From an optimization exercise on the open Yosys and OpenROAD flow, aimed at small area, a short achievable clock period and few clock cycles; shortcuts taken in it are not production practice.
At most, simulation tests tie the RTL to the original design; equivalence was not proved.
No functional check of the RTL was part of runs 3 to 6.
Power and IR drop assume default switching activity.

--- flow/flow/run.sh ---
#!/bin/bash
# Standard layout, with sizing not limited to cells of the same footprint,
# the port buffers made of a plain buffer cell instead of a delay buffer, and
# a clock tree with larger sink clusters and no dummy loads.
set -euo pipefail
bash standard.sh MATCH_CELL_FOOTPRINT=0 \
    "BUFFER_PORTS_ARGS=-buffer_cell sky130_fd_sc_hd__buf_2" \
    "CTS_ARGS=-sink_clustering_enable -repair_clock_nets -dont_use_dummy_load -sink_clustering_size 24 -sink_clustering_max_diameter 60" \
    finish > standard.log 2>&1
--- flow/standard.sh ---
#!/bin/bash
# synth_recipe.tcl (not shown) runs the flow's synth.tcl, then flattens the netlist and writes it again
# the make line also repeats each setting of config.mk as NAME=value (left out here)
make -C /OpenROAD-flow-scripts/flow DESIGN_CONFIG=/design/flow/config.mk WORK_HOME=/design/flow/orfs CLKGATE_MAP_FILE= SYNTH_SCRIPT=/design/flow/synth_recipe.tcl "${@:-finish}"
--- flow/config.mk ---
export PLATFORM = sky130hd
export DESIGN_NAME = avchrd
export DESIGN_NICKNAME = avchrd
export VERILOG_FILES = /design/flow/design.v
export SDC_FILE = /design/flow/constraint.sdc
export NUM_CORES = 4
export LEC_CHECK = 0
export CAP_MARGIN = 20
export CELL_PAD_IN_SITES_DETAIL_PLACEMENT = 1
export CELL_PAD_IN_SITES_GLOBAL_PLACEMENT = 2
export CORE_MARGIN = 2
export CORE_UTILIZATION = 45
export SETUP_SLACK_MARGIN = 2.0
export SLEW_MARGIN = 20
--- flow/constraint.sdc ---
create_clock -name core_clock -period 8.0 [get_ports {clk}]
set_input_delay 1.6000 -clock core_clock [delete_from_list [all_inputs] [get_ports {clk}]]
set_output_delay 1.6000 -clock core_clock [all_outputs]
set_load 0.01 [all_outputs]
--- flow/design.v ---
module avchrd (
    input  wire        clk,
    input  wire        rst,
    input  wire        we,
    input  wire [5:0]  waddr,
    input  wire [31:0] wdata,
    input  wire        cmd_valid,
    input  wire [2:0]  cmd,
    input  wire [5:0]  raddr,
    output reg  [31:0] rdata,
    output wire        busy,
    output wire [2:0]  err
);
    localparam [2:0] C_NOP = 3'd0, C_CLR = 3'd1, C_SER = 3'd2, C_DES = 3'd3,
                     C_RND = 3'd4, C_TOTXT = 3'd5, C_FROMTXT = 3'd6;
    localparam [2:0] E_NONE = 3'd0, E_UNDERFLOW = 3'd1, E_MISSING = 3'd2,
                     E_MALFORMED = 3'd3, E_ILLEGAL = 3'd4;
    localparam [1:0] A_ABSENT = 2'd0, A_OK = 2'd1, A_BAD = 2'd2;
    reg        rec_hmv, rec_ffr, rec_tpoc, rec_p2d;
    reg        rec_n_set, rec_k_set, rec_t_set;
    reg [31:0] rec_n, rec_k, rec_t;
    reg [7:0]  ibuf [0:15];
    reg [4:0]  ilen;
    reg [1:0]  ob_form;
    reg        ob_hmv, ob_ffr, ob_tpoc, ob_p2d;
    reg [31:0] ob_a, ob_k, ob_t;
    reg [1:0]  cons;
    reg [2:0]  err_r;
    reg [1:0]  attr_kind [0:6];
    reg        attr_bval [0:6];    
    reg [31:0] attr_ival [1:3];    
    reg        tq_valid;           
    reg        tq_h1, tq_clk, tq_tick, tq_flg;    
    reg [3:0]  tq_pay;             
    reg        tq_c;               
    reg [4:0]  tq_xlen;            
    reg [2:0]  tq_xoff;            
    reg [7:0]  tq [2:15];
    assign busy = 1'b0;
    assign err  = err_r;
    wire acc = cmd_valid;
    wire hwe = we;
    wire        d_ip = ibuf[0][0];
    wire        d_c  = ibuf[1][7];
    wire [7:0]  d_fb = !d_ip ? ibuf[1] : (d_c ? ibuf[14] : ibuf[6]);
    wire [31:0] d_w2 = {ibuf[2], ibuf[3], ibuf[4], ibuf[5]};
    wire [31:0] d_w6 = {ibuf[6], ibuf[7], ibuf[8], ibuf[9]};
    wire [31:0] d_wa = {ibuf[10], ibuf[11], ibuf[12], ibuf[13]};
    wire        d_ok = !d_ip ? (ilen >= 5'd2) :
                       (d_c ? (ilen >= 5'd15) : (ilen >= 5'd7));
    wire       r_h1   = (ilen >= 5'd1);
    wire       r_clk  = d_ip & d_c & (ilen >= 5'd10);
    wire       r_tick = d_ip & (d_c ? (ilen >= 5'd14) : (ilen >= 5'd6));
    wire       r_flg  = !d_ip ? (ilen >= 5'd2) :
                        (d_c ? (ilen >= 5'd15) : (ilen >= 5'd7));
    wire [7:0] r_fb   = d_fb;
    reg  [4:0] r_bp;
    always @* begin
        if (ilen == 5'd0)      r_bp = 5'd0;
        else if (ilen == 5'd1) r_bp = 5'd1;
        else if (!d_ip)        r_bp = 5'd2;
        else if (d_c)          r_bp = (ilen < 5'd10) ? 5'd2 :
                                      (ilen < 5'd14) ? 5'd10 :
                                      (ilen == 5'd14) ? 5'd14 : 5'd15;
        else                   r_bp = (ilen < 5'd6) ? 5'd2 :
                                      (ilen == 5'd6) ? 5'd6 : 5'd7;
    end
    reg [2:0] ft_err;
    integer s;
    always @* begin
        ft_err = E_NONE;
        for (s = 6; s >= 0; s = s - 1) begin
            if (s == 1 || s == 2 || s == 3) begin
                if (attr_kind[s] == A_BAD) ft_err = E_MALFORMED;
            end else begin
                if (attr_kind[s] == A_ABSENT) ft_err = E_MISSING;
                else if (attr_kind[s] != A_OK) ft_err = E_MALFORMED;
            end
        end
    end
    integer i;
    always @(posedge clk) begin
        if (rst) begin
            rec_hmv <= 1'b0; rec_ffr <= 1'b0; rec_tpoc <= 1'b0; rec_p2d <= 1'b0;
            rec_n_set <= 1'b0; rec_k_set <= 1'b0; rec_t_set <= 1'b0;
            ilen <= 5'd0;
            ob_form <= 2'd0;
            cons <= 2'd0;
            err_r <= E_NONE;
            for (i = 0; i < 7; i = i + 1) attr_kind[i] <= A_ABSENT;
            tq_valid <= 1'b0;
            tq_h1 <= 1'b0; tq_clk <= 1'b0; tq_tick <= 1'b0; tq_flg <= 1'b0;
            tq_pay <= 4'd0;
            tq_xlen <= 5'd0;
        end else begin
            if (hwe) begin
                case (waddr)
                    6'h00: rec_hmv  <= wdata[0];
                    6'h01: rec_ffr  <= wdata[0];
                    6'h02: rec_tpoc <= wdata[0];
                    6'h03: rec_p2d  <= wdata[0];
                    6'h04: begin rec_n <= wdata; rec_n_set <= 1'b1; end
                    6'h05: begin rec_k <= wdata; rec_k_set <= 1'b1; end
                    6'h06: begin rec_t <= wdata; rec_t_set <= 1'b1; end
                    6'h07: begin
                        if (wdata[0]) rec_n_set <= 1'b0;
                        if (wdata[1]) rec_k_set <= 1'b0;
                        if (wdata[2]) rec_t_set <= 1'b0;
                    end
                    6'h08: ilen <= wdata[4:0];
                    6'h10, 6'h11, 6'h12, 6'h13, 6'h14, 6'h15, 6'h16: begin
                        attr_kind[waddr[2:0]] <= wdata[1:0];
                        attr_bval[waddr[2:0]] <= wdata[2];
                    end
                    6'h19: attr_ival[1] <= wdata;
                    6'h1A: attr_ival[2] <= wdata;
                    6'h1B: attr_ival[3] <= wdata;
                    default: begin
                        if (waddr[5:4] == 2'b11) ibuf[waddr[3:0]] <= wdata[7:0];
                    end
                endcase
            end
            if (acc) begin
                case (cmd)
                    C_NOP: err_r <= E_NONE;
                    C_CLR: begin
                        rec_hmv <= 1'b0; rec_ffr <= 1'b0;
                        rec_tpoc <= 1'b0; rec_p2d <= 1'b0;
                        rec_n_set <= 1'b0; rec_k_set <= 1'b0; rec_t_set <= 1'b0;
                        err_r <= E_NONE;
                    end
                    C_SER: begin
                        ob_form <= !rec_t_set ? 2'd1 : ((rec_n_set & rec_k_set) ? 2'd3 : 2'd2);
                        ob_hmv <= rec_hmv; ob_ffr <= rec_ffr;
                        ob_tpoc <= rec_tpoc; ob_p2d <= rec_p2d;
                        ob_a <= (rec_n_set & rec_k_set) ? rec_n : rec_t;
                        ob_k <= rec_k;
                        ob_t <= rec_t;
                        err_r <= E_NONE;
                    end
                    C_DES: begin
                        rec_hmv  <= ibuf[0][7];
                        rec_ffr  <= d_fb[7];
                        rec_tpoc <= d_fb[6];
                        rec_p2d  <= d_fb[5];
                        rec_n_set <= d_ip & d_c;
                        rec_k_set <= d_ip & d_c;
                        rec_t_set <= d_ip;
                        rec_n <= d_w2;
                        rec_k <= d_w6;
                        rec_t <= d_c ? d_wa : d_w2;
                        cons <= !d_ip ? 2'd1 : (d_c ? 2'd3 : 2'd2);
                        err_r <= d_ok ? E_NONE : E_UNDERFLOW;
                    end
                    C_RND: begin
                        tq_valid <= 1'b1;
                        tq_h1 <= r_h1; tq_clk <= r_clk;
                        tq_tick <= r_tick; tq_flg <= r_flg;
                        tq_pay <= {r_flg & r_fb[5], r_flg & r_fb[6],
                                   r_flg & r_fb[7], r_h1 & ibuf[0][7]};
                        tq_c <= d_c;
                        tq_xlen <= ilen - r_bp;
                        tq_xoff <= {r_bp == 5'd15, r_bp == 5'd10, r_bp == 5'd7};
                        for (i = 2; i < 16; i = i + 1) tq[i] <= ibuf[i];
                        err_r <= E_NONE;
                    end
                    C_TOTXT: begin
                        attr_kind[0] <= A_OK; attr_bval[0] <= rec_hmv;
                        attr_kind[4] <= A_OK; attr_bval[4] <= rec_ffr;
                        attr_kind[5] <= A_OK; attr_bval[5] <= rec_tpoc;
                        attr_kind[6] <= A_OK; attr_bval[6] <= rec_p2d;
                        attr_kind[1] <= rec_n_set ? A_OK : A_ABSENT;
                        attr_kind[2] <= rec_k_set ? A_OK : A_ABSENT;
                        attr_kind[3] <= rec_t_set ? A_OK : A_ABSENT;
                        attr_ival[1] <= rec_n;
                        attr_ival[2] <= rec_k;
                        attr_ival[3] <= rec_t;
                        err_r <= E_NONE;
                    end
                    C_FROMTXT: begin
                        rec_hmv  <= attr_bval[0];
                        rec_ffr  <= attr_bval[4];
                        rec_tpoc <= attr_bval[5];
                        rec_p2d  <= attr_bval[6];
                        rec_n_set <= (attr_kind[1] == A_OK);
                        rec_k_set <= (attr_kind[2] == A_OK);
                        rec_t_set <= (attr_kind[3] == A_OK);
                        rec_n <= attr_ival[1];
                        rec_k <= attr_ival[2];
                        rec_t <= attr_ival[3];
                        err_r <= ft_err;
                    end
                    default: err_r <= E_ILLEGAL;
                endcase
            end
        end
    end
    wire        ob_w0 = (ob_form == 2'd1);
    wire        ob_w1 = (ob_form == 2'd2);
    wire        ob_w2 = (ob_form == 2'd3);
    wire        ob_ip = ob_form[1];
    wire [7:0]  ob_fb = {ob_ffr, ob_tpoc, ob_p2d, 5'h1F};
    wire [7:0]  ob0 = (ob_form != 2'd0) ? {ob_hmv, 6'h3F, ob_ip} : 8'd0;
    wire [7:0]  ob1 = ob_w0 ? ob_fb : (ob_w1 ? 8'h7F : (ob_w2 ? 8'hFF : 8'd0));
    wire [31:0] ob_word0 = {ob0, ob1, ob_ip ? ob_a[31:16] : 16'd0};
    wire [31:0] ob_word1 = {ob_ip ? ob_a[15:0] : 16'd0,
                            ob_w1 ? ob_fb : (ob_w2 ? ob_k[31:24] : 8'd0),
                            ob_w2 ? ob_k[23:16] : 8'd0};
    wire [31:0] ob_word2 = ob_w2 ? {ob_k[15:0], ob_t[31:16]} : 32'd0;
    wire [31:0] ob_word3 = ob_w2 ? {ob_t[15:0], ob_fb, 8'd0} : 32'd0;
    wire [3:0]  olen = ob_w0 ? 4'd2 : (ob_w1 ? 4'd7 : (ob_w2 ? 4'd15 : 4'd0));
    wire [3:0]  consumed = (cons == 2'd1) ? 4'd2 : ((cons == 2'd2) ? 4'd7 :
                           ((cons == 2'd3) ? 4'd15 : 4'd0));
    reg  [7:0] xb [0:15];
    integer j;
    always @* begin
        for (j = 0; j < 16; j = j + 1) begin
            xb[j] = 8'd0;
            if (j < 14) begin
                if (tq_xoff[2]) begin
                    if (j == 0) xb[j] = tq[15];
                end else if (tq_xoff[1]) begin
                    if (j < 6) xb[j] = tq[10 + j];
                end else if (tq_xoff[0]) begin
                    if (j < 9) xb[j] = tq[7 + j];
                end else begin
                    xb[j] = tq[2 + j];
                end
                if (j >= tq_xlen) xb[j] = 8'd0;
            end
        end
    end
    wire [6:0] t_mask = {tq_valid, tq_flg, tq_flg, tq_flg, tq_tick, tq_clk, tq_h1};
    wire [5:0] t_pay  = {tq_pay[3:1], 2'b00, tq_pay[0]};
    wire [31:0] t_n = tq_clk ? {tq[2], tq[3], tq[4], tq[5]} : 32'd0;
    wire [31:0] t_k = tq_clk ? {tq[6], tq[7], tq[8], tq[9]} : 32'd0;
    wire [31:0] t_t = !tq_tick ? 32'd0 :
                      (tq_c ? {tq[10], tq[11], tq[12], tq[13]} : {tq[2], tq[3], tq[4], tq[5]});
    wire [63:0] rsel = 64'd1 << raddr;
    wire [31:0] rv_00 = {31'd0, rec_hmv};
    wire [31:0] rv_01 = {31'd0, rec_ffr};
    wire [31:0] rv_02 = {31'd0, rec_tpoc};
    wire [31:0] rv_03 = {31'd0, rec_p2d};
    wire [31:0] rv_04 = rec_n_set ? rec_n : 32'd0;
    wire [31:0] rv_05 = rec_k_set ? rec_k : 32'd0;
    wire [31:0] rv_06 = rec_t_set ? rec_t : 32'd0;
    wire [31:0] rv_07 = {29'd0, rec_t_set, rec_k_set, rec_n_set};
    wire [31:0] rv_08 = {27'd0, ilen};
    wire [31:0] rv_09 = {28'd0, olen};
    wire [31:0] rv_0a = {28'd0, consumed};
    wire [31:0] rv_0c = ob_word0;
    wire [31:0] rv_0d = ob_word1;
    wire [31:0] rv_0e = ob_word2;
    wire [31:0] rv_0f = ob_word3;
    wire [31:0] rv_10 = {29'd0, (attr_kind[0] == A_OK) & attr_bval[0], attr_kind[0]};
    wire [31:0] rv_11 = {30'd0, attr_kind[1]};
    wire [31:0] rv_12 = {30'd0, attr_kind[2]};
    wire [31:0] rv_13 = {30'd0, attr_kind[3]};
    wire [31:0] rv_14 = {29'd0, (attr_kind[4] == A_OK) & attr_bval[4], attr_kind[4]};
    wire [31:0] rv_15 = {29'd0, (attr_kind[5] == A_OK) & attr_bval[5], attr_kind[5]};
    wire [31:0] rv_16 = {29'd0, (attr_kind[6] == A_OK) & attr_bval[6], attr_kind[6]};
    wire [31:0] rv_19 = (attr_kind[1] == A_OK) ? attr_ival[1] : 32'd0;
    wire [31:0] rv_1a = (attr_kind[2] == A_OK) ? attr_ival[2] : 32'd0;
    wire [31:0] rv_1b = (attr_kind[3] == A_OK) ? attr_ival[3] : 32'd0;
    wire [31:0] rv_20 = {25'd0, t_mask};
    wire [31:0] rv_21 = {26'd0, t_pay};
    wire [31:0] rv_22 = t_n;
    wire [31:0] rv_23 = t_k;
    wire [31:0] rv_24 = t_t;
    wire [31:0] rv_25 = {27'd0, tq_xlen};
    wire [31:0] rv_28 = {xb[0],  xb[1],  xb[2],  xb[3]};
    wire [31:0] rv_29 = {xb[4],  xb[5],  xb[6],  xb[7]};
    wire [31:0] rv_2a = {xb[8],  xb[9],  xb[10], xb[11]};
    wire [31:0] rv_2b = {xb[12], xb[13], xb[14], xb[15]};
    wire [31:0] rv_30 = {24'd0, ibuf[0]};
    wire [31:0] rv_31 = {24'd0, ibuf[1]};
    wire [31:0] rv_32 = {24'd0, ibuf[2]};
    wire [31:0] rv_33 = {24'd0, ibuf[3]};
    wire [31:0] rv_34 = {24'd0, ibuf[4]};
    wire [31:0] rv_35 = {24'd0, ibuf[5]};
    wire [31:0] rv_36 = {24'd0, ibuf[6]};
    wire [31:0] rv_37 = {24'd0, ibuf[7]};
    wire [31:0] rv_38 = {24'd0, ibuf[8]};
    wire [31:0] rv_39 = {24'd0, ibuf[9]};
    wire [31:0] rv_3a = {24'd0, ibuf[10]};
    wire [31:0] rv_3b = {24'd0, ibuf[11]};
    wire [31:0] rv_3c = {24'd0, ibuf[12]};
    wire [31:0] rv_3d = {24'd0, ibuf[13]};
    wire [31:0] rv_3e = {24'd0, ibuf[14]};
    wire [31:0] rv_3f = {24'd0, ibuf[15]};
    always @* begin
        rdata = 32'd0;
        rdata = rdata | ({32{rsel[0]}} & rv_00);
        rdata = rdata | ({32{rsel[1]}} & rv_01);
        rdata = rdata | ({32{rsel[2]}} & rv_02);
        rdata = rdata | ({32{rsel[3]}} & rv_03);
        rdata = rdata | ({32{rsel[4]}} & rv_04);
        rdata = rdata | ({32{rsel[5]}} & rv_05);
        rdata = rdata | ({32{rsel[6]}} & rv_06);
        rdata = rdata | ({32{rsel[7]}} & rv_07);
        rdata = rdata | ({32{rsel[8]}} & rv_08);
        rdata = rdata | ({32{rsel[9]}} & rv_09);
        rdata = rdata | ({32{rsel[10]}} & rv_0a);
        rdata = rdata | ({32{rsel[12]}} & rv_0c);
        rdata = rdata | ({32{rsel[13]}} & rv_0d);
        rdata = rdata | ({32{rsel[14]}} & rv_0e);
        rdata = rdata | ({32{rsel[15]}} & rv_0f);
        rdata = rdata | ({32{rsel[16]}} & rv_10);
        rdata = rdata | ({32{rsel[17]}} & rv_11);
        rdata = rdata | ({32{rsel[18]}} & rv_12);
        rdata = rdata | ({32{rsel[19]}} & rv_13);
        rdata = rdata | ({32{rsel[20]}} & rv_14);
        rdata = rdata | ({32{rsel[21]}} & rv_15);
        rdata = rdata | ({32{rsel[22]}} & rv_16);
        rdata = rdata | ({32{rsel[25]}} & rv_19);
        rdata = rdata | ({32{rsel[26]}} & rv_1a);
        rdata = rdata | ({32{rsel[27]}} & rv_1b);
        rdata = rdata | ({32{rsel[32]}} & rv_20);
        rdata = rdata | ({32{rsel[33]}} & rv_21);
        rdata = rdata | ({32{rsel[34]}} & rv_22);
        rdata = rdata | ({32{rsel[35]}} & rv_23);
        rdata = rdata | ({32{rsel[36]}} & rv_24);
        rdata = rdata | ({32{rsel[37]}} & rv_25);
        rdata = rdata | ({32{rsel[40]}} & rv_28);
        rdata = rdata | ({32{rsel[41]}} & rv_29);
        rdata = rdata | ({32{rsel[42]}} & rv_2a);
        rdata = rdata | ({32{rsel[43]}} & rv_2b);
        rdata = rdata | ({32{rsel[48]}} & rv_30);
        rdata = rdata | ({32{rsel[49]}} & rv_31);
        rdata = rdata | ({32{rsel[50]}} & rv_32);
        rdata = rdata | ({32{rsel[51]}} & rv_33);
        rdata = rdata | ({32{rsel[52]}} & rv_34);
        rdata = rdata | ({32{rsel[53]}} & rv_35);
        rdata = rdata | ({32{rsel[54]}} & rv_36);
        rdata = rdata | ({32{rsel[55]}} & rv_37);
        rdata = rdata | ({32{rsel[56]}} & rv_38);
        rdata = rdata | ({32{rsel[57]}} & rv_39);
        rdata = rdata | ({32{rsel[58]}} & rv_3a);
        rdata = rdata | ({32{rsel[59]}} & rv_3b);
        rdata = rdata | ({32{rsel[60]}} & rv_3c);
        rdata = rdata | ({32{rsel[61]}} & rv_3d);
        rdata = rdata | ({32{rsel[62]}} & rv_3e);
        rdata = rdata | ({32{rsel[63]}} & rv_3f);
    end
endmodule
==> impl_metrics.ini, run 1 <==
[clock_tree]
htree_levels = 2
cts_buffers = 51
clock_sinks = 587
root_buffer = clkbuf_16
cts_tree = built
cts_buffer_depth = 3
holdBufCountCts = 0
clk_pin_slew_worst_paths_ps = 70
clk_latency_ps = 660

[yosys]
yosysWarnings = 4
synth_largest_area_cell = edfxtp_1
synth_most_common_cell = edfxtp_1
synth_seq_area_share_pct = 56.4
netlist_instances = 2608
yosys-top-cells-area = edfxtp_1 54%, mux2i_1 11%, a22oi_1 4.4%, o21ai_0 3.3%, nand2_1 3.2%
synth_cell_type_count = 80
netlist.area_leader.share_pct = 54.3
synth_nets = 2664
synthTopCellsByCount = 554 x edfxtp_1, 336 x mux2i_1, 259 x nand2_1
ys_ff_latch = 587
syn_area_per_cell_um2 = 11.8
async_reset_ff_share_pct = 0
synth-edff-count = 554
synth-main-ff-cell = edfxtp_1
syn_area_mm2 = 0.0306

[min_path]
hold_path.startpoint = tq_pay[1]
holdCritPathClass = reg -> reg
hold_end = tq_pay[1]
min_path_cells = 2

[sta]
holdWs_ps = 467
slew_viol_final = 0
setup_ws_ps = 1940
finClkSkew_ps = 60.7
setup_violations = 0
final-hold-violation-count = 0
finalCritPeriodShare_pct = 75.8
finalSetupTns_ps = 0
rsz0062_at_grt = yes
slew_headroom_pct = 22.9
timing.fmax_ghz = 0.165
worst_pin_slew_ps = 1160
min_period_ps = 6060

[critical_path]
cp.arrival_ps = 4460
crit_type = in -> out
rr_worst_depth = 10
path_max_fanout = 22
r2r_start = ibuf[1][7]
cp-start-kind = input port
cp.required_ps = 6400
r2r-end = tq_xlen[4]
cp-end-kind = output port
reg2reg_slack_ps = 5180

[cells_and_area]
final_nets = 2688
final_cell_area_mm2 = 0.0336
n_fill_cell = 6965
fin_util_pct = 50.0
stdcell_count = 3508
drive_above_1_share_pct = 13.9
syn2layout_area_growth_pct = 9.71

[place]
placed_cells = 3448
placed_cell_area_mm2 = 0.0321
io_buffers = 85
place_ws_ps = 1450
place.gp.congestion = 1.05
hpwl_mm = 113

[die]
io_pins = 87
fp.coreArea_mm2 = 0.0673
std_cell_rows = 95
dieHeight_um = 265
initial_core_util_pct = 45.6
die-area_mm2 = 0.0702
die_width_um = 265

[flow_run]
drv_cap = 0

[global_route]
grt_util_met1_pct = 60.7
grt_pass1_vias = 25400
grt_max_degree = 93
top_usage_layer = met2
overflow = 0
met2_usage_pct = 65.7
grt_use_total_pct = 44.4
antenna_found_initial = 19
gr-usage-met3_pct = 11.9
grt_first_pass_wirelength_mm = 215

[drt]
firstDrtPassIters = 7
vias_per_cell = 7.54
wl_mm = 158
drc = 0
vias = 26500
dr.first_iter.drc_count = 4809
ant_nets = 0
wl_per_cell_um = 45.0

[pwr]
p_per_area_mw_per_mm2 = 188
ir_worst_vdd_mv = 0.157
p_leak_nw = 11.0
fin_total_pwr_mw = 6.32

[run_status]
outcome = no timing/DRC/antenna violations
report_power, final:
part           leakage (nW)  internal (mW)  switching [mW]
combinational          4.96          0.134           0.290
clock                 0.629           1.12            1.14
sequential             5.45           3.48           0.157
kinds of logic (layout without fill, tap and decap cells):
| kind of cell | after synthesis | in the layout | share of synthesized area, % |
|---|---|---|---|
| AOI/OAI and AO/OA | 732 | 732 | 16.5 |
| other | 1 | 6 | 0.0122 |
| xor gates and xnor gates | 3 | 3 | 0.0857 |
| DFF | 587 | 587 | 56.4 |
| and+or+nand+nor | 666 | 666 | 10.5 |
| buffers and inverters | 216 | 238 | 3.00 |
| adders and majority gates | 6 | 6 | 0.261 |
| muxes | 397 | 397 | 13.2 |
cells in the final DEF, fill, tap and decap left out, types with 33 or more instances in the layout:
master	count
nand2_1	256
nand3_1	47
nand4_1	35
mux2i_1	336
o21ai_0	205
dfxtp_1	33
a22oi_1	181
a21oi_1	71
buf_4	80
clkbuf_16	51
o221ai_1	34
buf_2	81
edfxtp_1	554
nor2_1	126
mux2_2	61
timing repair:
action / CTS / global route
resized for setup: 39 / 24
pin swaps: 1 / 2
endpoints found under the setup margin: 32 / 28
buffers inserted: 0 / 3
critical path: stages:
cell and delay (ps):
clkbuf_4 330, nand3b_1 520, or4b_2 1050, a2bb2oi_1 230
o21ai_0 110, a2111oi_0 110, nand3_1 280, buf_2 190
final cells by class:
class,count,area [um^2],share of cell area [%]
diodes,5,12.5,0.0372
clock buffers,51,1280,3.80
inverters,16,63.8,0.190
multi-input cells,1805,12800,37.9
flip-flops and latches,587,17300,51.4
well taps,873,1090,3.25
repair buffers,171,1130,3.35
registers in the layout, summed over array words and instances (netlist names), 5 cells and up:
register / count
ob_t: 32
tq_xlen: 5
ilen: 5
rec_t: 32
attr_kind: 14
tq: 112
ob_a: 32
attr_ival: 96
ibuf: 128
ob_k: 32
rec_k: 32
rec_n: 32
per-layer routing:
metal,share of wire [%],routed length [um],vias to the layer above
met5,0.032,51,-
met4,5.6,8900,8
met3,13,20800,440
met2,43,68000,2090
met1,38,60200,13600
li1,-,-,10300
how the worst max path moves through the flow:
| stage | from | to | slack, ps | cells past startpoint |
|---|---|---|---|---|
| floorplan | cmd_valid | tq[10][0] | 2210 | 5 |
| global placement | raddr[0] | rdata[1] | 1370 | 9 |
| detailed placement | raddr[0] | rdata[10] | 1450 | 9 |
| CTS | raddr[0] | rdata[10] | 1980 | 9 |
| global route | raddr[3] | rdata[7] | 1990 | 9 |
| finish | raddr[5] | rdata[25] | 1940 | 8 |
Testbench counts, summed over its fixed seeds: cycles 46,172.
==> run 2: changes to the inputs <==
--- a/flow/flow/run.sh
+++ b/flow/flow/run.sh
@@ -5,5 +5,5 @@
 set -euo pipefail
 bash standard.sh MATCH_CELL_FOOTPRINT=0 \
-    "BUFFER_PORTS_ARGS=-buffer_cell sky130_fd_sc_hd__buf_2" \
+    "BUFFER_PORTS_ARGS=-buffer_cell sky130_fd_sc_hd__buf_4" \
     "CTS_ARGS=-sink_clustering_enable -repair_clock_nets -dont_use_dummy_load -sink_clustering_size 24 -sink_clustering_max_diameter 60" \
     finish > standard.log 2>&1
--- a/flow/config.mk
+++ b/flow/config.mk
@@ -11,4 +11,4 @@
 export CORE_MARGIN = 2
 export CORE_UTILIZATION = 45
-export SETUP_SLACK_MARGIN = 2.0
+export SETUP_SLACK_MARGIN = 2.5
 export SLEW_MARGIN = 20
==> run 2 against run 1 <==
Effect of this change: via count rose by 1.4%; maximum frequency is 8.3% higher; synthesized area unchanged; utilization rose by 1.3 points; sequential power hardly changed; flip-flop and latch count did not move; global-route usage increased by 0.52 points; non-clock buffer count is 27 higher; clock skew down 0.70 ps; count of clock-buffer cells in the layout is 1 higher; critical path depth rose by 2; clock power hardly changed.
==> impl_metrics.ini, run 2 <==
[yosys]
netlist.area_leader.share_pct = 54.3
yosysWarnings = 4
synth_seq_area_share_pct = 56.4
synth-edff-count = 554
async_reset_ff_share_pct = 0
ys_ff_latch = 587
synthTopCellsByCount = 554 x edfxtp_1, 336 x mux2i_1, 259 x nand2_1
netlist_instances = 2608
synth_largest_area_cell = edfxtp_1
synth_cell_type_count = 80
synth_nets = 2664
syn_area_per_cell_um2 = 11.8
synth-main-ff-cell = edfxtp_1
synth_most_common_cell = edfxtp_1
syn_area_mm2 = 0.0306
yosys-top-cells-area = edfxtp_1 54%, mux2i_1 11%, a22oi_1 4.4%, o21ai_0 3.3%, nand2_1 3.2%

[clock_tree]
clock_sinks = 587
cts_buffer_depth = 3
clk_pin_slew_worst_paths_ps = 70
root_buffer = clkbuf_16
cts_buffers = 52
clk_latency_ps = 660
cts_tree = built
htree_levels = 2

[global_route]
overflow = 0
grt_first_pass_wirelength_mm = 217
antenna_found_initial = 9
grt_pass1_vias = 25700
grt_max_degree = 91
grt_use_total_pct = 44.9

[critical_path]
path_depth = 10
r2r_start = ibuf[1][7]
cp.arrival_ps = 4000
crit_type = in -> out
path_max_fanout = 38
worstSetupStartpoint = raddr[1]
cp-end-kind = output port
cp.required_ps = 6400
max_stage_delay_ps = 650
rr_worst_depth = 11
path_cells = buf_12 > nor4bb_1 > buf_4 > nor2b_4 > buf_12 > a22oi_1 > nand4_1 > nor3_1 > nand4_1 > buf_4
cp-start-kind = input port
cp_num_buf_inv = 4
crit_family = simple AND/OR/NAND/NOR gates
critPathSlowestCell = nor4bb_1

[flow_run]
drv_cap = 0

[drt]
wl_per_cell_um = 45.4
drc = 0
ant_nets = 0
firstDrtPassIters = 7
dr.first_iter.drc_count = 4798
wl_mm = 161
vias = 26800
vias_per_cell = 7.58

[cells_and_area]
final_cell_mix = 554 x edfxtp_1, 336 x mux2i_1, 255 x nand2_1
final_common_cell = edfxtp_1
syn2layout_area_growth_pct = 12.6
fin_util_pct = 51.3
final_cell_area_mm2 = 0.0345
largest_register_ffs = 128
drive_above_1_share_pct = 15.4
stdcell_count = 3539
final_nets = 2717

[pwr]
p_leak_nw = 11.4
fin_total_pwr_mw = 6.38
ir_worst_vdd_mv = 0.186
p_per_area_mw_per_mm2 = 185

[die]
initial_core_util_pct = 45.6
fp.coreArea_mm2 = 0.0673
die_width_um = 265
io_pins = 87
std_cell_rows = 95
die-area_mm2 = 0.0702
dieHeight_um = 265

[place]
hpwl_mm = 109
placed_cell_area_mm2 = 0.0322
io_buffers = 85
place.gp.congestion = 1.03
placed_cells = 3439
place_ws_ps = 1250

[min_path]
min_path_cells = 0
hold_path.startpoint = ibuf[15][7]
holdCritPathClass = reg -> reg

[sta]
min_period_ps = 5600
slew_viol_final = 0
rsz0062_at_grt = yes
worst_pin_slew_ps = 1270
setup_violations = 0
finalSetupTns_ps = 0
holdWs_ps = 468
finalCritPeriodShare_pct = 70.0
timing.fmax_ghz = 0.179
final-hold-violation-count = 0
slew_headroom_pct = 15.1
finClkSkew_ps = 60.0
setup_ws_ps = 2400

[run_status]
outcome = no timing/DRC/antenna violations
run 2: cell counts after synthesis:
Identical to the previous run, type by type.
run 2: logic make-up (layout without fill, tap and decap cells):
logic type,count (synthesis),after routing,share of synthesized area [%]
buffers and inverters,216,266,3.00
other,1,8,0.0122
adders and majority gates,6,6,0.261
AOI/OAI and AO/OA,732,732,16.5
xor gates and xnor gates,3,3,0.0857
and+or+nand+nor,666,667,10.5
DFF,587,587,56.4
muxes,397,397,13.2
run 2: final timing paths:
path / to / slack [ps]
worst max-delay path: rdata[7] / 2400
worst min-delay path: tq[15][7] / 470
worst max register to register: tq_xlen[4] / 5120
worst min register to register: tq[15][7] / 470
run 2: power by group:
part           switching, mW  internal, mW
clock network           1.14          1.14
logic                  0.304         0.156
registers              0.153          3.48
run 2: routing by layer:
metal | global-route usage, % | share of wire [%] | up-vias
met4 | 25.5 | 7.0 | 4
met3 | 12.9 | 14 | 491
met1 | 60.5 | 38 | 13600
met2 | 64.8 | 42 | 2355
met5 | 0 | 0.014 | -
li1 | - | - | 10400
run 2: final cells by class:
| class | count | area, um^2 |
|---|---|---|
| well taps | 873 | 1090 |
| fillers | 6903 | 32800 |
| inverters | 16 | 63.8 |
| diodes | 7 | 17.5 |
| clock buffers | 52 | 1300 |
| flip-flops and latches | 587 | 17300 |
| repair buffers | 198 | 1770 |
| multi-input cells | 1806 | 13000 |
run 2: what timing repair did:
| item | in CTS | in global routing |
|---|---|---|
| pin swaps | 12 | 16 |
| resized for setup | 99 | 33 |
| hold endpoints to repair | 0 | 0 |
| setup buffers | 21 | 15 |
| setup endpoints to repair | 32 | 21 |
| gates cloned | 2 | 3 |
| hold buffers | 0 | 0 |
==> run 3: changes to the inputs <==
--- a/flow/design.v
+++ b/flow/design.v
@@ -35,5 +35,5 @@
     reg        tq_c;               
     reg [4:0]  tq_xlen;            
-    reg [2:0]  tq_xoff;            
+    reg [3:0]  tq_xoff;            
     reg [7:0]  tq [2:15];
     assign busy = 1'b0;
@@ -161,5 +161,6 @@
                         tq_c <= d_c;
                         tq_xlen <= ilen - r_bp;
-                        tq_xoff <= {r_bp == 5'd15, r_bp == 5'd10, r_bp == 5'd7};
+                        tq_xoff <= {r_bp == 5'd15, r_bp == 5'd10, r_bp == 5'd7,
+                                    r_bp != 5'd15 && r_bp != 5'd10 && r_bp != 5'd7};
                         for (i = 2; i < 16; i = i + 1) tq[i] <= ibuf[i];
                         err_r <= E_NONE;
@@ -217,16 +218,9 @@
         for (j = 0; j < 16; j = j + 1) begin
             xb[j] = 8'd0;
-            if (j < 14) begin
-                if (tq_xoff[2]) begin
-                    if (j == 0) xb[j] = tq[15];
-                end else if (tq_xoff[1]) begin
-                    if (j < 6) xb[j] = tq[10 + j];
-                end else if (tq_xoff[0]) begin
-                    if (j < 9) xb[j] = tq[7 + j];
-                end else begin
-                    xb[j] = tq[2 + j];
-                end
-                if (j >= tq_xlen) xb[j] = 8'd0;
-            end
+            if (j < 14)  xb[j] = xb[j] | ({8{tq_xoff[0]}} & tq[2 + j]);
+            if (j < 9)   xb[j] = xb[j] | ({8{tq_xoff[1]}} & tq[7 + j]);
+            if (j < 3)   xb[j] = xb[j] | ({8{tq_xoff[2]}} & tq[10 + j]);
+            if (j == 0)  xb[j] = xb[j] | ({8{tq_xoff[3]}} & tq[15]);
+            if (j >= tq_xlen) xb[j] = 8'd0;
         end
     end
==> run 3 against run 2 <==
Effect of this change: still clean; utilization is 0.52 points lower; maximum frequency is 0.56% lower; clock power is 3% lower; global-route usage is 0.23 points higher; combinational power is 4.8% lower; via count is 3.1% lower; hold slack worse by 51 ps; flip-flop and latch count is 1 higher; non-clock buffer count is 17 lower; count of clock-buffer cells in the layout is 2 lower; critical path type unchanged.
==> impl_metrics.ini, run 3 <==
[drt]
dr.first_iter.drc_count = 4535
wl_mm = 156
ant_nets = 0
firstDrtPassIters = 7
wl_per_cell_um = 45.5
drc = 0
vias = 26000
vias_per_cell = 7.59

[cells_and_area]
n_fill_cell = 6686
final_cell_mix = 555 x edfxtp_1, 257 x a22oi_1, 251 x mux2i_1
syn2layout_area_growth_pct = 11.8
final_nets = 2611
final_cell_area_mm2 = 0.0334
drive_above_1_share_pct = 14.2
final_common_cell = edfxtp_1
largest_register_ffs = 128

[critical_path]
cp.required_ps = 6400
cp.arrival_ps = 4030
path_max_fanout = 36
reg2reg_slack_ps = 5100
r2r_start = ibuf[0][0]
rr_worst_depth = 11
r2r-end = tq_xlen[4]
crit_type = in -> out
cp-start-kind = input port
cp-end-kind = output port

[yosys]
netlist_instances = 2518
synth_cell_type_count = 83
yosysWarnings = 4
syn_area_per_cell_um2 = 11.9
netlist.area_leader.share_pct = 55.8
synth-main-ff-cell = edfxtp_1
synthTopCellsByCount = 555 x edfxtp_1, 264 x a22oi_1, 251 x mux2i_1
yosys-top-cells-area = edfxtp_1 56%, mux2i_1 8.4%, a22oi_1 6.6%, nor2_1 2.8%, a21oi_1 2.6%
synth_seq_area_share_pct = 58.0
synth_nets = 2574
synth_largest_area_cell = edfxtp_1
async_reset_ff_share_pct = 0
synth_most_common_cell = edfxtp_1
synth-edff-count = 555
syn_area_mm2 = 0.0299
ys_ff_latch = 588

[clock_tree]
clock_sinks = 588
cts_buffer_depth = 3
htree_levels = 2
cts_buffers = 50
clk_latency_ps = 640
clk_pin_slew_worst_paths_ps = 80
root_buffer = clkbuf_16
cts_tree = built

[global_route]
grt_pass1_vias = 25200
grt_max_degree = 126
grt_first_pass_wirelength_mm = 211
overflow = 0
grt_use_total_pct = 45.1
antenna_found_initial = 8

[die]
io_pins = 87
die_width_um = 262
std_cell_rows = 94
die-area_mm2 = 0.0684
fp.coreArea_mm2 = 0.0657
dieHeight_um = 262
initial_core_util_pct = 45.4

[sta]
min_period_ps = 5630
setup_ws_ps = 2370
timing.fmax_ghz = 0.178
slew_headroom_pct = 19.9
finClkSkew_ps = 66.0
rsz0062_at_grt = yes
finalSetupTns_ps = 0
slew_viol_final = 0
final-hold-violation-count = 0
setup_violations = 0
finalCritPeriodShare_pct = 70.4
worst_pin_slew_ps = 1200

[flow_run]
drv_cap = 0

[pwr]
p_sw_share_pct = 24.7
p_leak_nw = 11.2
power_frac_seq_pct = 57.9
power_frac_clock_pct = 35.1
power.switching_mw = 1.56
ir_worst_vdd_mv = 0.171
p_comb_share_pct = 7.0
p_int_mw = 4.73
p_per_area_mw_per_mm2 = 188

[place]
place.gp.congestion = 1.04
place_ws_ps = 1460
placed_cell_area_mm2 = 0.0315
io_buffers = 85
hpwl_mm = 108

[min_path]
hold_end = tq[14][2]
holdCritPathClass = reg -> reg
min_path_cells = 0
hold_path.startpoint = ibuf[14][2]

[run_status]
outcome = no timing/DRC/antenna violations
==> run 3: changes by cell type after synthesis, moves of 9 or more <==
cell / delta
and3_1: -10
inv_1: +9
mux2i_1: -85
nor2_1: +86
a32oi_1: -10
a221oi_1: +21
nand3b_1: -9
nand2_1: -108
a21oi_1: +84
a22oi_1: +83
mux2_2: -27
nand3_1: +10
o21ai_0: -100
==> run 3: timing repair <==
action	in CTS	in global routing
buffers inserted	14	7
gates cloned	1	0
hold buffers	0	0
endpoints found under the setup margin	32	19
resized for setup	70	27
pin swaps	6	3
==> run 3: routing by layer <==
layer	track usage [%]	vias up	routed length [um]
li1	-	10100	-
met2	66.3	2076	67000
met5	0	-	11
met4	24.4	2	9930
met3	12.3	439	19000
met1	60.7	13400	59700
==> run 3: worst max-delay path, cell delays in order <==
cell	delay (ps)
buf_12	210
clkinvlp_4	210
buf_4	180
and4_4	240
buf_12	160
a22oi_1	230
a2bb2oi_1	300
nor4bb_1	440
nand4_1	220
buf_4	200
==> run 3: cells by family (layout without fill, tap and decap cells) <==
| group | after synthesis | count (layout) | synth area share, % |
|---|---|---|---|
| buffers and inverters | 221 | 256 | 3.20 |
| AO/OA/AOI/OAI | 798 | 798 | 18.7 |
| AND/OR/NAND/NOR | 614 | 614 | 9.94 |
| XOR/XNOR | 4 | 4 | 0.117 |
| other | 1 | 8 | 0.0126 |
| adder cells (fa/ha/maj) | 6 | 6 | 0.268 |
| flip-flops | 588 | 588 | 58.0 |
| multiplexers | 286 | 286 | 9.75 |
==> run 3: area by class of cell <==
cell class	instances	area (um^2)	area share, %
repair buffers	181	1580	4.74
multi-input cells	1709	12000	36.0
clock buffers	50	1250	3.75
flip-flops and latches	588	17300	51.9
inverters	25	101	0.303
diodes	7	17.5	0.0524
well taps	864	1080	3.24
==> run 3: worst max-delay path by stage <==
stage	end	cells after the start	start	slack (ps)
after floorplan	attr_ival[1][0]	2	rst	2740
after global placement	rdata[1]	9	raddr[0]	1490
after detailed placement	rdata[1]	8	raddr[5]	1460
after CTS	rdata[1]	8	raddr[1]	2470
after global routing	rdata[30]	10	raddr[1]	2480
final	rdata[0]	10	raddr[1]	2370
==> run 3: per-stage QoR <==
stage / utilization [%] / std cells / hold slack [ps] / total power [mW]
final: 50.8 / 3424 / 417 / 6.29
after global routing: 50.8 / 3417 / 423 / 6.40
after CTS: 50.4 / 3408 / 421 / 6.25
after detailed placement: 47.9 / 3343 / 441 / 4.10
after global placement: 47.8 / 3342 / 436 / 4.08
after floorplan: - / 2518 / 424 / 3.85
==> run 3: power by group through the flow <==
stage          clock, mW  sequential (mW)  combinational [mW]
2_1_floorplan          0             3.61               0.243
5_1_grt             2.30             3.64               0.464
3_3_place_gp           0             3.69               0.391
6_report            2.21             3.64               0.438
3_5_place_dp           0             3.69               0.410
4_1_cts             2.20             3.63               0.424
==> run 4: changes to the inputs <==
--- a/flow/config.mk
+++ b/flow/config.mk
@@ -6,9 +6,9 @@
 export NUM_CORES = 4
 export LEC_CHECK = 0
-export CAP_MARGIN = 20
+export CAP_MARGIN = 10
 export CELL_PAD_IN_SITES_DETAIL_PLACEMENT = 1
 export CELL_PAD_IN_SITES_GLOBAL_PLACEMENT = 2
 export CORE_MARGIN = 2
-export CORE_UTILIZATION = 45
+export CORE_UTILIZATION = 50
 export SETUP_SLACK_MARGIN = 2.5
-export SLEW_MARGIN = 20
+export SLEW_MARGIN = 10
==> run 4 against run 3 <==
Effect of this change: critical path depth is 3 lower; cell count is 2.0% lower; synthesized area stayed put; first-iteration DRC count is 9.0% higher; total power is 0.69% lower; clock skew is 5.1 ps lower.
==> impl_metrics.ini, run 4 <==
[run_status]
outcome = no timing/DRC/antenna violations

[yosys]
synth_seq_area_share_pct = 58.0
netlist.area_leader.share_pct = 55.8
syn_area_per_cell_um2 = 11.9
synth_nets = 2574
synth_largest_area_cell = edfxtp_1
synth_cell_type_count = 83
async_reset_ff_share_pct = 0
synthTopCellsByCount = 555 x edfxtp_1, 264 x a22oi_1, 251 x mux2i_1
synth_most_common_cell = edfxtp_1
netlist_instances = 2518
ys_ff_latch = 588
syn_area_mm2 = 0.0299
yosys-top-cells-area = edfxtp_1 56%, mux2i_1 8.4%, a22oi_1 6.6%, nor2_1 2.8%, a21oi_1 2.6%
yosysWarnings = 4
synth-edff-count = 555
synth-main-ff-cell = edfxtp_1

[drt]
ant_nets = 0
dr.first_iter.drc_count = 4941
drc = 0
vias_per_cell = 8.02
wl_mm = 156
firstDrtPassIters = 8
wl_per_cell_um = 46.5
vias = 26900

[critical_path]
cp-start-kind = input port
max_stage_delay_ps = 780
critPathSlowestCell = o21ai_2
cp.arrival_ps = 4050
cp.required_ps = 6400
path_max_fanout = 20
path_cells = buf_12 > and3b_2 > nand2_1 > o21ai_2 > a222oi_1 > nand3_1 > buf_4
cp-end-kind = output port
crit_type = in -> out

[clock_tree]
clk_latency_ps = 640
cts_buffers = 47
cts_buffer_depth = 3
clock_sinks = 588
htree_levels = 2
holdBufCountCts = 0
cts_tree = built
clk_pin_slew_worst_paths_ps = 60
root_buffer = clkbuf_16

[sta]
rsz0062_at_grt = yes
holdWs_ps = 462
finClkSkew_ps = 61.0
setup_violations = 0
timing.fmax_ghz = 0.177
finalCritPeriodShare_pct = 70.7
worst_pin_slew_ps = 1330
finalSetupTns_ps = 0
setup_ws_ps = 2350
final-hold-violation-count = 0
slew_viol_final = 0
slew_headroom_pct = 10.7
min_period_ps = 5650

[die]
initial_core_util_pct = 50.6
dieHeight_um = 248
die-area_mm2 = 0.0617
die_width_um = 248
fp.coreArea_mm2 = 0.0590
std_cell_rows = 89
io_pins = 87

[global_route]
met2_usage_pct = 70.1
antenna_found_initial = 15
grt_use_total_pct = 49.6
grt_first_pass_wirelength_mm = 209
grt_max_degree = 88
grt_pass1_vias = 25600
overflow = 0
grt_util_met1_pct = 64.2
top_usage_layer = met2
gr-usage-met3_pct = 17.8

[cells_and_area]
largest_register_ffs = 128
final_common_cell = edfxtp_1
syn2layout_area_growth_pct = 11.8
final_nets = 2629
final_cell_area_mm2 = 0.0334
drive_above_1_share_pct = 14.6
seq_area_mm2 = 0.0173
final_cell_mix = 555 x edfxtp_1, 262 x a22oi_1, 251 x mux2i_1
n_fill_cell = 5967
multi_input_area_mm2 = 0.0120

[pwr]
fin_total_pwr_mw = 6.24
p_per_area_mw_per_mm2 = 187
p_leak_nw = 11.3
ir_worst_vdd_mv = 0.178

[place]
place_ws_ps = 1450
io_buffers = 85
hpwl_mm = 105
place.gp.congestion = 1.08
placed_cell_area_mm2 = 0.0314

[flow_run]
drv_cap = 0

[min_path]
holdCritPathClass = reg -> reg
-- run 4: cell counts after synthesis --
Identical to the previous run, type by type.
-- run 4: logic make-up (layout without fill, tap and decap cells) --
kind of cell | after synthesis | after routing | synth area share [%]
other | 1 | 11 | 0.0126
and+or+nand+nor | 614 | 614 | 9.94
adders and majority gates | 6 | 6 | 0.268
muxes | 286 | 286 | 9.75
xor gates and xnor gates | 4 | 4 | 0.117
buffers and inverters | 221 | 274 | 3.20
DFF | 588 | 588 | 58.0
AOI/OAI and AO/OA | 798 | 798 | 18.7
-- run 4: power by group --
group          total, mW  leakage, nW  switching [mW]  internal, mW
combinational      0.453         5.30           0.295         0.158
clock               2.15        0.579            1.12          1.03
sequential          3.64         5.45           0.154          3.48
total               6.24         11.3            1.57          4.68
-- run 4: metal layers --
metal,part of all wire (%),wire length (um)
met1,36,55500
met2,42,64700
met3,15,23200
met4,8.0,12500
met5,0.059,92
-- run 4: worst paths after layout --
check	slack, ps	from	end	depth (start not counted)
max	2350	raddr[4]	rdata[14]	7
min	460	ibuf[14][0]	tq[14][0]	0
max reg2reg	5120	ibuf[1][7]	tq_xlen[4]	12
min reg2reg	460	ibuf[14][0]	tq[14][0]	0
-- run 4: area by class of cell --
class | count | area share (%)
diodes | 10 | 0.0750
clock buffers | 47 | 3.52
inverters | 25 | 0.304
multi-input cells | 1709 | 35.9
flip-flops and latches | 588 | 51.9
well taps | 773 | 2.90
repair buffers | 202 | 5.40
-- run 4: critical path: cells and delay by family --
family,cells,cell delay [ps]
simple gates,3,1050
buf+inv,2,280
compound gates,2,1090
-- run 4: what timing repair did --
item / CTS / global route
resized for setup: 72 / 30
cloned: 0 / 6
buffers inserted: 7 / 22
pin swaps: 9 / 7
endpoints found under the setup margin: 32 / 25
-- run 4: stage by stage --
| step | cells | util [%] |
|---|---|---|
| 2_1_floorplan | 2518 | - |
| 3_3_place_gp | 3262 | 53.2 |
| 3_5_place_dp | 3262 | 53.2 |
| 4_1_cts | 3316 | 55.7 |
| 5_1_grt | 3346 | 56.5 |
| 6_report | 3354 | 56.6 |
==> run 5: changes to the inputs <==
==> flow/flow/run.sh (replaced) <==
#!/bin/bash
# Standard layout, with sizing not limited to cells of the same footprint,
# the port buffers made of a plain buffer cell instead of a delay buffer, and
# a clock tree with larger sink clusters and no dummy loads.
set -euo pipefail
bash standard.sh MATCH_CELL_FOOTPRINT=0 \
    "BUFFER_PORTS_ARGS=-buffer_cell sky130_fd_sc_hd__buf_2" \
    "CTS_ARGS=-sink_clustering_enable -repair_clock_nets -dont_use_dummy_load -sink_clustering_size 30 -sink_clustering_max_diameter 70" \
    finish > standard.log 2>&1
--- a/flow/config.mk
+++ b/flow/config.mk
@@ -6,9 +6,9 @@
 export NUM_CORES = 4
 export LEC_CHECK = 0
-export CAP_MARGIN = 10
+export CAP_MARGIN = 20
 export CELL_PAD_IN_SITES_DETAIL_PLACEMENT = 1
 export CELL_PAD_IN_SITES_GLOBAL_PLACEMENT = 2
 export CORE_MARGIN = 2
-export CORE_UTILIZATION = 50
+export CORE_UTILIZATION = 45
 export SETUP_SLACK_MARGIN = 2.5
-export SLEW_MARGIN = 10
+export SLEW_MARGIN = 20
==> run 5 against run 4 <==
Effect of this change: synthesized area unchanged; flip-flop and latch count unchanged; cell count up 2.1%; total power fell by 1.7%; clock power down 4%; count of clock-buffer cells in the layout is 3 lower; critical path depth up 2; hold slack better by 5.8 ps; largest cell class unchanged.
==> impl_metrics.ini, run 5 <==
[cells_and_area]
largest_register_ffs = 128
syn2layout_area_growth_pct = 11.1
final_cell_mix = 555 x edfxtp_1, 256 x a22oi_1, 251 x mux2i_1
final_nets = 2618
final_common_cell = edfxtp_1
drive_above_1_share_pct = 14.7
stdcell_count = 3425

[yosys]
yosysWarnings = 4
syn_area_per_cell_um2 = 11.9
synth_cell_type_count = 83
ys_ff_latch = 588
synthTopCellsByCount = 555 x edfxtp_1, 264 x a22oi_1, 251 x mux2i_1
synth_largest_area_cell = edfxtp_1
synth-main-ff-cell = edfxtp_1
netlist.area_leader.share_pct = 55.8
synth-edff-count = 555
synth_most_common_cell = edfxtp_1
synth_nets = 2574
syn_area_mm2 = 0.0299
netlist_instances = 2518
yosys-top-cells-area = edfxtp_1 56%, mux2i_1 8.4%, a22oi_1 6.6%, nor2_1 2.8%, a21oi_1 2.6%
synth_seq_area_share_pct = 58.0
async_reset_ff_share_pct = 0

[global_route]
grt_use_total_pct = 45.0
grt_pass1_vias = 24800
grt_max_degree = 118
overflow = 0
antenna_found_initial = 10
grt_first_pass_wirelength_mm = 211

[place]
placed_cells = 3357
hpwl_mm = 108
place.gp.congestion = 1.08
io_buffers = 85

[die]
dieHeight_um = 262
std_cell_rows = 94
die_width_um = 262
fp.coreArea_mm2 = 0.0657
initial_core_util_pct = 45.4
io_pins = 87
die-area_mm2 = 0.0684

[critical_path]
cp.arrival_ps = 4000
r2r-end = tq_xlen[4]
max_stage_delay_ps = 660
rr_worst_depth = 12
critPathSlowestCell = nor2_1
path_max_fanout = 6
crit_type = in -> out
path_cells = clkbuf_4 > nand2b_2 > nor2_1 > buf_4 > a22o_1 > a221oi_1 > o221ai_1 > or3_1 > buf_2
reg2reg_slack_ps = 5060
r2r_start = ibuf[1][7]
cp.required_ps = 6400
cp-start-kind = input port
cp-end-kind = output port

[flow_run]
drv_cap = 0

[drt]
firstDrtPassIters = 7
vias = 26200
dr.first_iter.drc_count = 4736
ant_nets = 0
wl_mm = 156
wl_per_cell_um = 45.5
drc = 0
vias_per_cell = 7.64

[pwr]
ir_worst_vdd_mv = 0.156
p_leak_nw = 11.2
p_per_area_mw_per_mm2 = 185
fin_total_pwr_mw = 6.14

[sta]
finClkSkew_ps = 69.4
slew_viol_final = 0
slew_headroom_pct = 14.9
timing.fmax_ghz = 0.179
setup_violations = 0
finalCritPeriodShare_pct = 69.9
final-hold-violation-count = 0
finalSetupTns_ps = 0
worst_pin_slew_ps = 1280
min_period_ps = 5600
rsz0062_at_grt = yes

[min_path]
holdCritPathClass = reg -> reg
min_path_cells = 0
hold_end = tq[15][7]
hold_path.startpoint = ibuf[15][7]

[clock_tree]
htree_levels = 2
cts_buffer_depth = 3
root_buffer = clkbuf_16
clk_pin_slew_worst_paths_ps = 90
clk_latency_ps = 630
cts_buffers = 44
cts_tree = built
clock_sinks = 588

[run_status]
outcome = no timing/DRC/antenna violations
==> run 5: metal layers <==
layer  track usage, %  up-vias  wire length (um)
met2             65.3     2179             66000
met4             26.5        6             11400
li1                 -    10100                 -
met1             60.6    13400             58900
met5            0.208        -                38
met3             12.1      511             19500
==> run 5: repair_timing <==
action,4_1_cts,5_1_grt
endpoints found under the setup margin,32,21
pin swaps,12,11
buffers inserted,17,4
gates resized for setup,102,23
cloned,1,0
hold buffers,0,0
==> run 5: area by class of cell <==
class	instances	area [um^2]
inverter	25	97.6
timing repair buffer	194	1430
fill	6711	32600
tap	864	1080
clock buffer	44	1100
sequential	588	17300
antenna	1	2.50
multi-input combinational	1709	12100
==> run 5: worst max path at each step <==
stage | startpoint | endpoint | cells past startpoint
detailed placement | raddr[5] | rdata[26] | 9
global route | raddr[0] | rdata[26] | 11
CTS | raddr[5] | rdata[26] | 10
global placement | raddr[5] | rdata[26] | 9
finish | raddr[0] | rdata[3] | 9
floorplan | rst | attr_ival[1][0] | 2
==> run 5: where the power goes <==
group | switching, mW | internal [mW] | leakage, nW
clock network | 1.10 | 0.972 | 0.542
registers | 0.156 | 3.48 | 5.45
logic | 0.288 | 0.140 | 5.20
total | 1.54 | 4.60 | 11.2
==> run 5: per-stage QoR <==
step	setup slack, ps	util (%)	cell area (um^2)	hold WS [ps]
6_report	2400	50.5	33200	468
3_5_place_dp	1390	47.7	31400	446
5_1_grt	2400	50.5	33200	476
3_3_place_gp	1480	47.7	31300	438
2_1_floorplan	2740	-	29900	424
4_1_cts	2420	50.2	33000	469
==> run 5: cells by family (layout without fill, tap and decap cells) <==
family,after synthesis,after routing,synth area share [%]
xor+xnor,4,4,0.117
mux,286,286,9.75
buf+inv,221,263,3.20
other cells,1,2,0.0126
fa+ha+maj,6,6,0.268
compound gates,798,798,18.7
flops,588,588,58.0
simple gates,614,614,9.94
==> run 5: critical path: cells and delay by family <==
family	cells	cell delay [ps]
buf+inv	3	650
compound gates	3	570
simple gates	3	1170
==> run 6: changes to the inputs <==
--- a/flow/config.mk
+++ b/flow/config.mk
@@ -7,8 +7,8 @@
 export LEC_CHECK = 0
 export CAP_MARGIN = 20
-export CELL_PAD_IN_SITES_DETAIL_PLACEMENT = 1
-export CELL_PAD_IN_SITES_GLOBAL_PLACEMENT = 2
+export CELL_PAD_IN_SITES_DETAIL_PLACEMENT = 0
+export CELL_PAD_IN_SITES_GLOBAL_PLACEMENT = 1
 export CORE_MARGIN = 2
 export CORE_UTILIZATION = 45
-export SETUP_SLACK_MARGIN = 2.5
+export SETUP_SLACK_MARGIN = 2.6
 export SLEW_MARGIN = 20
==> run 6 against run 5 <==
Effect of this change: still clean on timing, DRC and antenna; utilization hardly changed; routed wire length is 3.5% lower; critical path depth stayed put; flip-flop and latch count stayed put; synthesized cell count stayed put; clock power is 2% lower; synthesized area stayed put; sequential share of layout area hardly changed; cell area hardly changed; register-to-register slack better by 100 ps; maximum frequency is 0.92% higher; critical path type unchanged; critical endpoint is now rdata[4].
==> impl_metrics.ini, run 6 <==
[clock_tree]
cts_tree = built
clock_sinks = 588
cts_buffer_depth = 3
clk_latency_ps = 640
holdBufCountCts = 0
root_buffer = clkbuf_16
cts_buffers = 43
clk_pin_slew_worst_paths_ps = 100
htree_levels = 2

[drt]
wl_mm = 150
firstDrtPassIters = 7
ant_nets = 0
vias = 26000
vias_per_cell = 7.56
dr.first_iter.drc_count = 4952
wl_per_cell_um = 43.8
drc = 0

[global_route]
grt_first_pass_wirelength_mm = 203
grt_max_degree = 91
met2_usage_pct = 62.4
grt_use_total_pct = 43.5
grt_util_met1_pct = 59.9
grt_pass1_vias = 23700
antenna_found_initial = 15
overflow = 0
gr-usage-met3_pct = 12.1
top_usage_layer = met2

[place]
place_ws_ps = 1450
io_buffers = 85
placed_cell_area_mm2 = 0.0313
place.gp.congestion = 1.03
hpwl_mm = 103

[pwr]
p_leak_nw = 11.2
power_frac_clock_pct = 33.3
power_frac_seq_pct = 59.7
p_int_mw = 4.58
p_comb_share_pct = 7.0
p_sw_share_pct = 24.8
p_per_area_mw_per_mm2 = 183
ir_worst_vdd_mv = 0.120
power.switching_mw = 1.51
fin_total_pwr_mw = 6.09

[yosys]
netlist.area_leader.share_pct = 55.8
synth_largest_area_cell = edfxtp_1
ys_ff_latch = 588
synthTopCellsByCount = 555 x edfxtp_1, 264 x a22oi_1, 251 x mux2i_1
synth_nets = 2574
synth-main-ff-cell = edfxtp_1
syn_area_per_cell_um2 = 11.9
synth_most_common_cell = edfxtp_1
async_reset_ff_share_pct = 0
synth_seq_area_share_pct = 58.0
netlist_instances = 2518
syn_area_mm2 = 0.0299
yosysWarnings = 4
yosys-top-cells-area = edfxtp_1 56%, mux2i_1 8.4%, a22oi_1 6.6%, nor2_1 2.8%, a21oi_1 2.6%
synth_cell_type_count = 83
synth-edff-count = 555

[cells_and_area]
final_nets = 2619
syn2layout_area_growth_pct = 11.2
fin_util_pct = 50.5
n_fill_cell = 5847
final_common_cell = edfxtp_1
final_cell_mix = 555 x edfxtp_1, 259 x a22oi_1, 251 x mux2i_1
drive_above_1_share_pct = 14.9
largest_register_ffs = 128
final_cell_area_mm2 = 0.0332

[min_path]
holdCritPathClass = reg -> reg

[flow_run]
drv_cap = 0

[sta]
slew_headroom_pct = 19.8
setup_ws_ps = 2460
worst_pin_slew_ps = 1200
finClkSkew_ps = 90.9
slew_viol_final = 0
setup_violations = 0
timing.fmax_ghz = 0.180
final-hold-violation-count = 0
min_period_ps = 5540
finalCritPeriodShare_pct = 69.3
finalSetupTns_ps = 0
rsz0062_at_grt = yes

[critical_path]
cp-start-kind = input port
critPathSlowestCell = a222oi_1
crit_type = in -> out
max_stage_delay_ps = 670
path_cells = buf_12 > buf_12 > nor2_2 > and4_4 > buf_8 > a222oi_1 > a21boi_2 > nand4_1 > buf_2
path_max_fanout = 15
cp.arrival_ps = 3940
cp-end-kind = output port
cpMostUsedCell = buf_12
cp.required_ps = 6400

[die]
io_pins = 87
die-area_mm2 = 0.0684
std_cell_rows = 94
dieHeight_um = 262
initial_core_util_pct = 45.4
fp.coreArea_mm2 = 0.0657
die_width_um = 262

[run_status]
outcome = no timing/DRC/antenna violations
==> run 6: cell types whose count changed in the layout (fill, tap and decap cells not counted), moves of 3 or more <==
| cell | change |
|---|---|
| buf_8 | -3 |
| nand4bb_2 | -3 |
| a2111oi_1 | +4 |
| a22oi_2 | -3 |
| buf_4 | +7 |
| buf_6 | -4 |
| a22oi_1 | +3 |
| and4_4 | +5 |
| diode_2 | +7 |
==> run 6: through the flow <==
stage | hold slack (ps) | cells
after floorplan | 424 | 2518
after global placement | 439 | 3350
after detailed placement | 438 | 3350
after CTS | 461 | 3418
after global routing | 492 | 3425
final | 462 | 3433
==> run 6: layout make-up <==
type | count | area [um^2] | area share (%)
Tap cell | 864 | 1080 | 3.26
Timing Repair Buffer | 193 | 1380 | 4.15
Inverter | 25 | 101 | 0.305
Multi-Input combinational cell | 1712 | 12200 | 36.8
Sequential cell | 588 | 17300 | 52.2
Clock buffer | 43 | 1080 | 3.24
Antenna cell | 8 | 20.0 | 0.0603
==> run 6: worst max-delay path, delay by kind of cell <==
family	cells	cell delay [ps]
and+or+nand+nor	3	590
AOI/OAI and AO/OA	2	1010
buffers and inverters	4	690
==> run 6: final timing paths <==
kind / from / endpoint / slack (ps) / cells past startpoint
max: raddr[5] / rdata[4] / 2460 / 9
max reg2reg: ibuf[1][7] / tq_xlen[4] / 5160 / 12
min: ibuf[15][7] / tq[15][7] / 460 / 0
min reg2reg: ibuf[15][7] / tq[15][7] / 460 / 0
==> run 6: cells by family after synthesis <==
group | share of synthesized area [%]
multiplexers | 9.75
other | 0.0126
buffers and inverters | 3.20
AO/OA/AOI/OAI | 18.7
XOR/XNOR | 0.117
adder cells (fa/ha/maj) | 0.268
flip-flops | 58.0
AND/OR/NAND/NOR | 9.94
==> run 6: power groups by stage <==
| stage | sequential [mW] | clock (mW) | combinational [mW] |
|---|---|---|---|
| detailed placement | 3.69 | 0 | 0.387 |
| CTS | 3.62 | 2.02 | 0.406 |
| floorplan | 3.61 | 0 | 0.243 |
| finish | 3.63 | 2.03 | 0.423 |
| global route | 3.64 | 2.11 | 0.449 |
| global placement | 3.69 | 0 | 0.376 |
==> run 6: metal layers <==
layer	vias to the layer above	wire [um]
met1	13100	57700
met5	-	80
met4	12	9940
li1	10100	-
met3	467	19500
met2	2254	63100
==> run 6: timing repair <==
item                                   4_1_cts  5_1_grt
pin swaps                                   16       12
setup endpoints to repair                   32       28
endpoints found under the hold margin        0        0
resized for setup                          115       31
gates cloned                                 3        0
setup buffers                               22        7

-- what the ideal ports hide --
Ports are ideal in the flow. The routed layouts listed here were re-timed in OpenROAD. Step 1 sets driving cells, clkbuf_16 on the clock port and buf_2 on the other inputs (assumed; they add their load-dependent delay and slew). Step 2 adds t to the input delays and takes it off the output delays; t is the mean of the earliest and latest rising clock arrival at the registers after step 1. Input paths then give back, and output paths get back, about the clock's delay inside the block. Slacks: ideal ports / drivers / drivers and shift; pairs: ideal ports / drivers.
run | shift t [ns] | slack for setup (ns) | worst hold slack (ns) | worst setup path after step 2 | worst register clock-pin slew, ns
run 1 | 0.697 | 1.936 / 1.907 / 1.907 | 0.467 / 0.467 / 0.467 | input to output | 0.09 / 0.09
run 2 | 0.700 | 2.400 / 2.163 / 2.163 | 0.468 / 0.468 / 0.468 | input to output | 0.09 / 0.09
run 3 | 0.675 | 2.369 / 2.287 / 2.287 | 0.417 / 0.417 / 0.417 | input to output | 0.09 / 0.09
run 4 | 0.675 | 2.347 / 2.201 / 2.201 | 0.462 / 0.462 / 0.462 | input to output | 0.10 / 0.10
run 5 | 0.668 | 2.404 / 2.332 / 2.332 | 0.467 / 0.467 / 0.467 | input to output | 0.10 / 0.10
run 6 | 0.672 | 2.455 / 2.393 / 2.393 | 0.462 / 0.462 / 0.462 | input to output | 0.11 / 0.11
After both steps setup and hold are still met in every run listed. For run 2, which loses most, drivers alone change the setup slack by -0.237 ns; drivers and shift together by -0.237 ns.
